Context: an optimization exercise on an open-source flow, tuned for small area, a short achievable clock period and few clock cycles per item. The choices shown serve that exercise and are no tape-out recipe.
In this exercise RTL edits were held to simulation tests only and were not proved equivalent to the original.

==> flow/design.v, too long to show whole: its modules and the start of the top module <==
// module fix_rnd24: 28 lines
// module fix_to_f32: 23 lines
// module fix_y_to_f32: 15 lines
// module fp32_kround: 33 lines
// module kp_395: 671 lines
// module kp_581: 790 lines
// module kpm_1: 1085 lines
// module kpm_2: 1129 lines
// module kp_299: 192 lines
// module kp_587: 184 lines
// module kp_114: 232 lines
// module fp32_add: 70 lines
// module fp32_subh: 66 lines
// module rca: 20 lines
// module csc_clip16: 22 lines
// module fwd_dr: 266 lines
// module fwd_dg: 266 lines
// module fwd_db: 266 lines
// module fwd_s1: 547 lines
// module fwd_s2: 406 lines
// module csc_fwd: 24 lines
// module fix_s36_to_f32: 9 lines
// module csc_inv_b: 24 lines
// module csc_inv: 25 lines
// module csc_top: 128 lines
module csc_top (
    input  wire        clk,
    input  wire        rst,
    input  wire        in_valid,
    output wire        in_ready,
    input  wire        in_mode,      
    input  wire [31:0] in_c0,
    input  wire [31:0] in_c1,
    input  wire [31:0] in_c2,
    input  wire [15:0] in_alpha,
    output reg         out_valid,
    input  wire        out_ready,
    output reg         out_mode,
    output reg  [31:0] out_c0,
    output reg  [31:0] out_c1,
    output reg  [31:0] out_c2,
    output reg  [15:0] out_alpha
);
  // ...
==> flow/run.sh <==
#!/bin/bash
# synth_recipe.tcl (not shown) runs the flow's synth.tcl, then flattens the netlist and writes it again
# the make line also repeats each setting of config.mk as NAME=value (left out here)
make -C /OpenROAD-flow-scripts/flow DESIGN_CONFIG=/design/flow/config.mk WORK_HOME=/design/flow/orfs CLKGATE_MAP_FILE= SYNTH_SCRIPT=/design/flow/synth_recipe.tcl finish
==> flow/config.mk <==
export PLATFORM = sky130hd
export DESIGN_NAME = csc_top
export DESIGN_NICKNAME = csc_top
export VERILOG_FILES = /design/flow/design.v
export SDC_FILE = /design/flow/constraint.sdc
export NUM_CORES = 4
export LEC_CHECK = 0
export ABC_AREA = 1
export CAP_MARGIN = 20
export CORE_MARGIN = 2
export CORE_UTILIZATION = 60
export PLACE_DENSITY = 0.75
export SLEW_MARGIN = 20
==> flow/constraint.sdc <==
create_clock -name core_clock -period 160.0 [get_ports {clk}]
set_input_delay 32.0000 -clock core_clock [delete_from_list [all_inputs] [get_ports {clk}]]
set_output_delay 32.0000 -clock core_clock [all_outputs]
set_load 0.01 [all_outputs]
==> run summary, run 1 <==
- Setup violators final: 0
- Fill count: slightly above 20000
- Sequential-to-total area share from yosys stat: 0.145
- YS warnings: 10
- Worst path slowest cell: clkinv_1
- Clock-cell share of area: 0.0211
- Final Slew Violations: 0
- Final hold violation count: 0
- Max Cap Viol: 0
- Clock buffer cells: 87
- Count of TritonRoute iterations in the first routing pass: 11
- Status: timing/DRC/antenna clean
- Register area: between 0.015 and 0.02 mm2
- WL met3: 44500 um
- Worst path depth: 13
- CTS Buffer Depth: 3
- Most Used Layer, Global Route: met2
- Simple-gate portion of the synthesized area: 0.333
- HP Class: flop to flop
- Post-route clock period utilization: 0.213
- CP Data Required Time: approximately 160 ns
- Post-synth top area share: 0.160
- Fraction of registers with async set/reset: 0
- Root Driver: clkbuf_16
- Placed Instance Area: 0.131 mm2
- FF-to-FF path depth: 183
- Initial antenna violation count: 16
- Post-route ant nets: 0
- Inst Count DP: between 20000 and 25000
- Largest family of logic cells by synthesized area: simple AND/OR/NAND/NOR gates
Testbench counts, summed over its fixed seeds: cycles 16,416, items 16,384.
==> run 2, diff against run 1 <==
--- a/flow/config.mk
+++ b/flow/config.mk
@@ -10,4 +10,4 @@
 export CORE_MARGIN = 2
-export CORE_UTILIZATION = 60
-export PLACE_DENSITY = 0.75
+export CORE_UTILIZATION = 45
+export PLACE_DENSITY = 0.6
 export SLEW_MARGIN = 20
==> run 2 against run 1 <==
Compared with the run above: clock skew is 0.0076 ns higher; worst setup slack worse by 0.20 ns; sequential share of layout area is 0.15 points lower; global-route usage is 8.4 points lower; maximum frequency is 0.59% lower; clock-buffer cell count is 17 higher; non-clock buffer count is 22 higher; cell count is 4.2% higher; critical path depth is 1 higher; wire length is 5.1% higher; cell area is 1.1% higher; via count is 2.2% lower; critical endpoint is now u_fwd.u_s1.dr[6]; highest routed layer unchanged.
==> run summary, run 2 <==
- Final setup margin: 125.80 ns (was 126.00 ns)
- YS warnings: 10 (unchanged)
- Fraction of registers with async set/reset: 0 (unchanged)
- Biggest fanout along the worst timing path: 6 (was 14)
- R2R Setup Slk: 128.61 ns (was 128.54 ns)
- Final #Nets: 21700 (was 21600)
- Hold-fix buffers at CTS: 0 (unchanged)
- Most frequent cells in the layout: 5380 x nand2_1, 3292 x inv_1, 1869 x nand3_1, 1730 x nor2_1, 1506 x o21ai_0 (was 5380 x nand2_1, 3292 x inv_1, 1869 x nand3_1, 1731 x nor2_1, 1506 x o21ai_0)
- Total track usage: 0.319 (was 0.403)
- Full die area: 0.285 mm2 (was 0.214 mm2)
- CP Launch Type: input pin (unchanged)
- Setup bufs post-CTS: 0 (unchanged)
- Root Driver: clkbuf_16 (unchanged)
- Die Ht: 534 um (was 463 um)
- Critical Path End Type: flop (unchanged)
- Sequential-to-total area share from yosys stat: 0.145 (unchanged)
- Post-synth EDFFs: 515 (unchanged)
- H-tree level count: 3 (unchanged)
- Mean post-synth cell area: 6.33 um2 (unchanged)
- Post-CTS sizing: 0 (unchanged)
- Vias: 131000 (was 134000)
- Initial antenna violation count: 15 (was 16)
- Slew margin rel.: 0.229 (was 0.193)
- CP Data Required Time: 160.71 ns (was 160.67 ns)
- Critical Path AT: 34.91 ns (was 34.67 ns)
- Drt wl/cell: 19.8 um (was 19.6 um)
- Overflow after GRT: 0 (unchanged)
- Area Overhead vs Synth: 7.01% (was 5.88%)
- Status: timing/DRC/antenna clean (unchanged)
- RSZ-0062 raised after global routing: false (unchanged)
- DP HPWL: 386000 um (was 364000 um)
- CTS sink cnt: 657 (unchanged)
- CTS buffer count: 88 (was 79)
- Count leader, synth: nand2_1 (unchanged)
- Setup WS pre-CTS: 124.96 ns (was 125.22 ns)
- CTS Buffer Depth: 4 (was 3)
- Register area: 0.0183 mm2 (unchanged)
- Syn Std Cell Area: 0.126 mm2 (unchanged)
- Commonest cells in the netlist: 5384 x nand2_1, 3295 x inv_1, 1869 x nand3_1 (unchanged)
- Prevailing post-synth register cell: edfxtp_1 (unchanged)
- Vias in the first global route: 122000 (was 124000)
- Port Buf Inserts: 231 (unchanged)
- DRC Markers: 0 (unchanged)
- Worst-path clk slew: 0.06 ns (was 0.07 ns)
- Setup_tns: 0 ns (unchanged)
- Post-synth top area share: 0.160 (unchanged)
- Kind of critical path: input pin to flop (unchanged)
- HP Class: flop to flop (unchanged)
- Count of TritonRoute iterations in the first routing pass: 10 (was 11)
- WL final: 468000 um (was 445000 um)
- Fill count: 29700 (was 20200)
- Final GP Congestion: 1.02 (was 1.05)
- Global-route wire length before repair: 716000 um (was 687000 um)
- Worst Max-Slew Pin Slew: 1.15 ns (was 1.20 ns)
- Tmin final: 34.20 ns (was 34.00 ns)
- Post-synth top area cell: nand2_1 (unchanged)
- Die extent in x: 534 um (was 463 um)
- Multi-input gate area: 0.0928 mm2 (about the same)
- Seq cells post-synth: 657 (unchanged)
- Max Cap Viol: 0 (unchanged)
- Most common cell after layout, fill and taps aside: nand2_1 (unchanged)
- Worst Skew: 0.0814 ns (was 0.0738 ns)
- Post-route ant nets: 0 (unchanged)
- Share of layout cells above drive strength 1: 0.0315 (was 0.0303)
- Starting Density: 0.452 (was 0.603)
- Post-synthesis cell count: 20000 (unchanged)
- Cell variety after synth: 90 (unchanged)
- Fmax: 0.0292 GHz (was 0.0294 GHz)
- Setup violators final: 0 (unchanged)
- Number of DRC markers in iteration 0: 13100 (was 16200)
- DR vias/cell: 5.53 (was 5.89)
- Dominant cells by area after synthesis: nand2_1 16%, fa_1 14%, edfxtp_1 12% (unchanged)
- Worst-Skew Late Latency: 0.84 ns (was 0.78 ns)
- Site row count: 194 (was 168)
- IO Count: 232 (unchanged)
- Largest net degree at the start of global routing: 144 (was 162)
- Post-route clock period utilization: 0.214 (was 0.213)
- Final Slew Violations: 0 (unchanged)
- Core area: 0.279 mm2 (was 0.209 mm2)
- CTS tree: done (unchanged)
- Final hold violation count: 0 (unchanged)
-- run 2: critical path, stage by stage --
cell,delay [ns]
clkdlybuf4s50_1,0.42
o21ai_0,0.74
inv_1,0.24
ha_1,0.31
inv_1,0.18
ha_1,0.17
nand2_1,0.05
nand2_1,0.11
nand2_1,0.05
nand2_1,0.07
inv_1,0.05
o211ai_1,0.21
o41ai_1,0.12
a41oi_1,0.17
-- run 2: cell families after synthesis --
| kind of cell | synth area share |
|---|---|
| compound gates | 0.136 |
| flops | 0.145 |
| simple gates | 0.333 |
| mux | 0.00214 |
| other cells | 0.0000297 |
| fa+ha+maj | 0.220 |
| xor+xnor | 0.0430 |
| buf+inv | 0.121 |
-- run 2: per-stage QoR --
stage                     instance area (um2)   util  std cells  hold WS, ns
final                                  135000  0.484      23700        0.375
after global routing                   135000  0.484      23600        0.402
after CTS                              135000  0.484      23600        0.380
after detailed placement               132000  0.474      23500        0.405
after global placement                 132000  0.474      23500        0.401
after floorplan                        126000      -      20000        0.400
-- run 2: cell type report --
cell class              count  share of cell area
clock inverters            50             0.00438
well taps                3724              0.0345
diodes                      4           0.0000741
clock buffers             104              0.0173
inverters                3377              0.0939
multi-input cells       15300               0.687
flip-flops and latches    657               0.136
repair buffers            419              0.0276
-- run 2: final timing paths --
check                           cells after the start  startpoint                to
worst max register to register                    184     a_c1[2]          b_s3[16]
worst max-delay path                               14    in_c0[1]  u_fwd.u_s1.dr[6]
worst min register to register                      0     b_al[3]           c_al[3]
worst min-delay path                                0     b_al[3]           c_al[3]
-- run 2: routing by layer --
metal  share of wire  wire length (um)  up-vias  GRT usage
met3           0.068             31700      882     0.0393
met5        0.000081                38        -          0
met4           0.047             21800        6      0.130
met2            0.46            214000     4856      0.526
met1            0.43            201000    60700      0.422
li1                -                 -    64300          -
==> module csc_inv_b, before the edit <==
module csc_inv_b (
    input  wire        mode,
    input  wire [31:0] s1,
    input  wire [31:0] s2,
    input  wire [31:0] s3,
    output wire [31:0] m1,
    output wire [31:0] m2,
    output wire [31:0] m4,
    output wire [31:0] gt
);
    wire [47:0] p1, p2, p3, p4;
    kpm_1  u_p1 (.sel(mode), .x({1'b1, s3[22:0]}), .p(p1));       
    kpm_2  u_p2 (.sel(mode), .x({1'b1, s2[22:0]}), .p(p2));       
    kp_395 u_p3 (.x({1'b1, s2[22:0]}), .p(p3));
    kp_581 u_p4 (.x({1'b1, s3[22:0]}), .p(p4));
    wire [31:0] m3;
    fp32_kround u_m1 (.ek(mode ? 8'd127 : 8'd126), .tzk(mode ? 2'd0 : 2'd1),
                      .x(s3), .p(p1), .y(m1));
    fp32_kround u_m2 (.ek(mode ? 8'd128 : 8'd125), .tzk(mode ? 2'd1 : 2'd0),
                      .x(s2), .p(p2), .y(m2));
    fp32_kround u_m3 (.ek(8'd125), .tzk(2'd0), .x(s2), .p(p3), .y(m3));
    fp32_kround u_m4 (.ek(8'd126), .tzk(2'd1), .x(s3), .p(p4), .y(m4));
    fp32_add #(.RIPPLE(0)) u_gt (.a(s1), .b({~m3[31], m3[30:0]}), .y(gt));
endmodule
==> run 3, diff against run 2 <==
--- a/flow/design.v
+++ b/flow/design.v
@@ -6366,3 +6366,3 @@
     fp32_kround u_m4 (.ek(8'd126), .tzk(2'd1), .x(s3), .p(p4), .y(m4));
-    fp32_add #(.RIPPLE(0)) u_gt (.a(s1), .b({~m3[31], m3[30:0]}), .y(gt));
+    fp32_add #(.RIPPLE(1)) u_gt (.a(s1), .b({~m3[31], m3[30:0]}), .y(gt));
 endmodule
--- a/flow/config.mk
+++ b/flow/config.mk
@@ -10,4 +10,4 @@
 export CORE_MARGIN = 2
-export CORE_UTILIZATION = 45
-export PLACE_DENSITY = 0.6
+export CORE_UTILIZATION = 60
+export PLACE_DENSITY = 0.75
 export SLEW_MARGIN = 20
==> run 3 against run 2 <==
Compared with the run above: die area decreased by 24%; sequential share of layout area increased by 0.059 points; clock-buffer cell count decreased by 1; critical path depth decreased by 3; worst setup slack improved by 0.28 ns; flip-flop and latch count unchanged; global-route usage increased by 7.9 points; clock skew decreased by 0.015 ns; register-to-register slack got worse by 0.71 ns; critical path type unchanged; largest cell class unchanged; highest routed layer unchanged.
==> run summary, run 3 <==
- Seq cells post-synth: 657 (unchanged)
- Root Driver: clkbuf_16 (unchanged)
- Count of TritonRoute iterations in the first routing pass: 7 (was 10)
- Overflow after GRT: 0 (unchanged)
- Setup_tns: 0 ns (unchanged)
- Worst Skew: 0.0666 ns (was 0.0814 ns)
- Tmin final: 33.92 ns (was 34.20 ns)
- Die extent in x: 465 um (was 534 um)
- Most common cell after layout, fill and taps aside: nand2_1 (unchanged)
- Commonest cells in the netlist: 5278 x nand2_1, 3213 x inv_1, 1918 x nand3_1 (was 5384 x nand2_1, 3295 x inv_1, 1869 x nand3_1)
- Final hold violation count: 0 (unchanged)
- Die Ht: 465 um (was 534 um)
- Slew margin rel.: 0.122 (was 0.229)
- Worst-Skew Late Latency: 0.79 ns (was 0.84 ns)
- RSZ-0062 raised after global routing: false (unchanged)
- Vias: 132000 (was 131000)
- Vias in the first global route: 123000 (was 122000)
- Total track usage: 0.398 (was 0.319)
- Site row count: 169 (was 194)
- Global-route wire length before repair: 683000 um (was 716000 um)
- Final Slew Violations: 0 (unchanged)
- CP Data Required Time: 160.66 ns (was 160.71 ns)
- YS warnings: 9 (was 10)
- Initial antenna violation count: 14 (was 15)
- Syn Std Cell Area: 0.128 mm2 (was 0.126 mm2)
- CP Launch Type: input pin (unchanged)
- Final #Nets: 21500 (was 21700)
- CTS Buffer Depth: 3 (was 4)
- Worst hold slack: 0.401 ns (was 0.375 ns)
- Full die area: 0.216 mm2 (was 0.285 mm2)
- Placed Instance Area: 0.132 mm2 (about the same)
- HP Class: flop to flop (unchanged)
- Max Cap Viol: 0 (unchanged)
- CTS sink cnt: 657 (unchanged)
- Count leader, synth: nand2_1 (unchanged)
- Post-layout util: 0.636 (was 0.484)
- H-tree level count: 3 (unchanged)
- Setup bufs post-CTS: 0 (unchanged)
- Worst Max-Slew Pin Slew: 1.30 ns (was 1.15 ns)
- Post-synth top area cell: nand2_1 (unchanged)
- Share of layout cells above drive strength 1: 0.0458 (was 0.0315)
- Prevailing post-synth register cell: edfxtp_1 (unchanged)
- Post-synth top area share: 0.155 (was 0.160)
- Fill count: 20300 (was 29700)
- Status: timing/DRC/antenna clean (unchanged)
- DRC Markers: 0 (unchanged)
- Critical Path End Type: flop (unchanged)
- CTS buffer count: 80 (was 88)
- Largest net degree at the start of global routing: 129 (was 144)
- IO Count: 232 (unchanged)
- Post-synthesis cell count: 19900 (was 20000)
- DP HPWL: 361000 um (was 386000 um)
- DR vias/cell: 5.83 (was 5.53)
- Final instance area: 0.135 mm2 (about the same)
- Fmax: 0.0295 GHz (was 0.0292 GHz)
- Starting Density: 0.603 (was 0.452)
- Fraction of registers with async set/reset: 0 (unchanged)
- Drt wl/cell: 19.6 um (was 19.8 um)
- Cell variety after synth: 108 (was 90)
- Post-route clock period utilization: 0.212 (was 0.214)
- Multi-input gate area: 0.0937 mm2 (was 0.0928 mm2)
- Final GP Congestion: 1.06 (was 1.02)
- Number of DRC markers in iteration 0: 14400 (was 13100)
- Port Buf Inserts: 231 (unchanged)
- CTS tree: done (unchanged)
- Post-synth EDFFs: 515 (unchanged)
- Post-route ant nets: 0 (unchanged)
- Post-CTS sizing: 0 (unchanged)
- Core area: 0.212 mm2 (was 0.279 mm2)
- Dominant cells by area after synthesis: nand2_1 16%, fa_1 14%, edfxtp_1 12% (unchanged)
- Register area: 0.0183 mm2 (unchanged)
- Sequential-to-total area share from yosys stat: 0.143 (was 0.145)
- Biggest fanout along the worst timing path: 7 (was 6)
- Mean post-synth cell area: 6.42 um2 (was 6.33 um2)
- Kind of critical path: input pin to flop (unchanged)
- Setup violators final: 0 (unchanged)
- Most frequent cells in the layout: 5277 x nand2_1, 3211 x inv_1, 1918 x nand3_1, 1655 x nor2_1, 1401 x o21ai_0 (was 5380 x nand2_1, 3292 x inv_1, 1869 x nand3_1, 1730 x nor2_1, 1506 x o21ai_0)
- WL final: 443000 um (was 468000 um)
- Critical Path AT: 34.58 ns (was 34.91 ns)
- Worst-path clk slew: 0.06 ns (about the same)
- Hold-fix buffers at CTS: 0 (unchanged)
- Area Overhead vs Synth: 5.44% (was 7.01%)
## run 3: cell count changes in the layout (fill, tap and decap cells not counted), sizes merged, moves of 23 or more
cell   before   now
fa        883   907
ha        796   773
nor3      247   220
nand3    1891  1959
buf       188   160
nand2    5438  5388
a21oi     667   638
## run 3: final timing paths
check                           slack (ns)     start  cells past startpoint          endpoint
worst max-delay path                126.08  in_c1[1]                     11  u_fwd.u_s1.dg[6]
worst min-delay path                  0.40  b_al[12]                      0          c_al[12]
worst max register to register      127.90   b_s2[5]                    139          c_gt[22]
worst min register to register        0.40  b_al[12]                      0          c_al[12]
## run 3: logic make-up (layout without fill, tap and decap cells)
logic type                 after synthesis  count (layout)  share of synthesized area
other                                    1              11                  0.0000294
buffers and inverters                 3971            3908                      0.123
and+or+nand+nor                       9976            9976                      0.337
adders and majority gates             1683            1683                      0.218
DFF                                    657             657                      0.143
xor gates and xnor gates               605             605                     0.0418
AOI/OAI and AO/OA                     2945            2945                      0.133
muxes                                   31              31                    0.00243
## run 3: critical path, cell delays in order
cell	delay, ns
clkdlybuf4s50_1	0.42
o21ai_0	0.62
inv_1	0.18
ha_1	0.44
o31ai_1	0.33
nand2_1	0.08
nand2_1	0.12
nand2_1	0.06
nand3_1	0.11
o21ai_0	0.08
a21oi_1	0.12
## run 3: final cells by class
cell class                      count  area share
Multi-Input combinational cell  15200       0.696
Sequential cell                   657       0.136
Inverter                         3370      0.0942
Tap cell                         2821      0.0262
Timing Repair Buffer              391      0.0262
Clock buffer                      103      0.0164
Clock inverter                     44     0.00470
Antenna cell                        7    0.000130
## run 3: routing by layer
metal | up-vias | track usage | routed length, um
met5 | - | 0 | 55
met4 | 8 | 0.256 | 33700
met2 | 6134 | 0.651 | 201000
met3 | 1427 | 0.0622 | 36200
met1 | 60500 | 0.490 | 171000
li1 | 64000 | - | -
## run 3: per-stage QoR
step	worst slack [ns]	instances
after detailed placement	125.30	22500
after global routing	125.53	22600
after global placement	125.29	22500
after CTS	126.08	22600
after floorplan	125.30	19900
final	126.08	22600
Testbench counts of run 3, summed over its fixed seeds: cycles 16,416, items 16,384.

[re-timing with driven ports]
How much do the figures lean on ideal ports? The routed layouts below were timed once more, with nothing changed but the port constraints. Step 1 (the two cells are an assumption about what drives the block):
set clk [get_ports {clk}]
set_driving_cell -lib_cell sky130_fd_sc_hd__clkbuf_16 $clk
set_driving_cell -lib_cell sky130_fd_sc_hd__buf_2 [delete_from_list [all_inputs] $clk]
Step 2 adds t to the input delays and takes it off the output delays; t is the mean of the earliest and latest rising clock arrival at the registers after step 1. Input paths then give back, and output paths get back, about the clock's delay inside the block. Three values: ideal ports, drivers, drivers and shift; two values: the first two.
| run | t (ns) | setup slack, ns | worst register clock-pin slew, ns |
|---|---|---|---|
| run 1 | 0.850 | 125.998 / 126.061 / 125.211 | 0.08 / 0.08 |
| run 2 | 0.896 | 125.796 / 125.873 / 124.976 | 0.07 / 0.07 |
| run 3 | 0.865 | 126.080 / 126.170 / 125.305 | 0.08 / 0.08 |
After both steps every run listed still meets setup and hold. For run 2, which loses most, drivers alone change the setup slack by +0.077 ns; drivers and shift together by -0.820 ns.
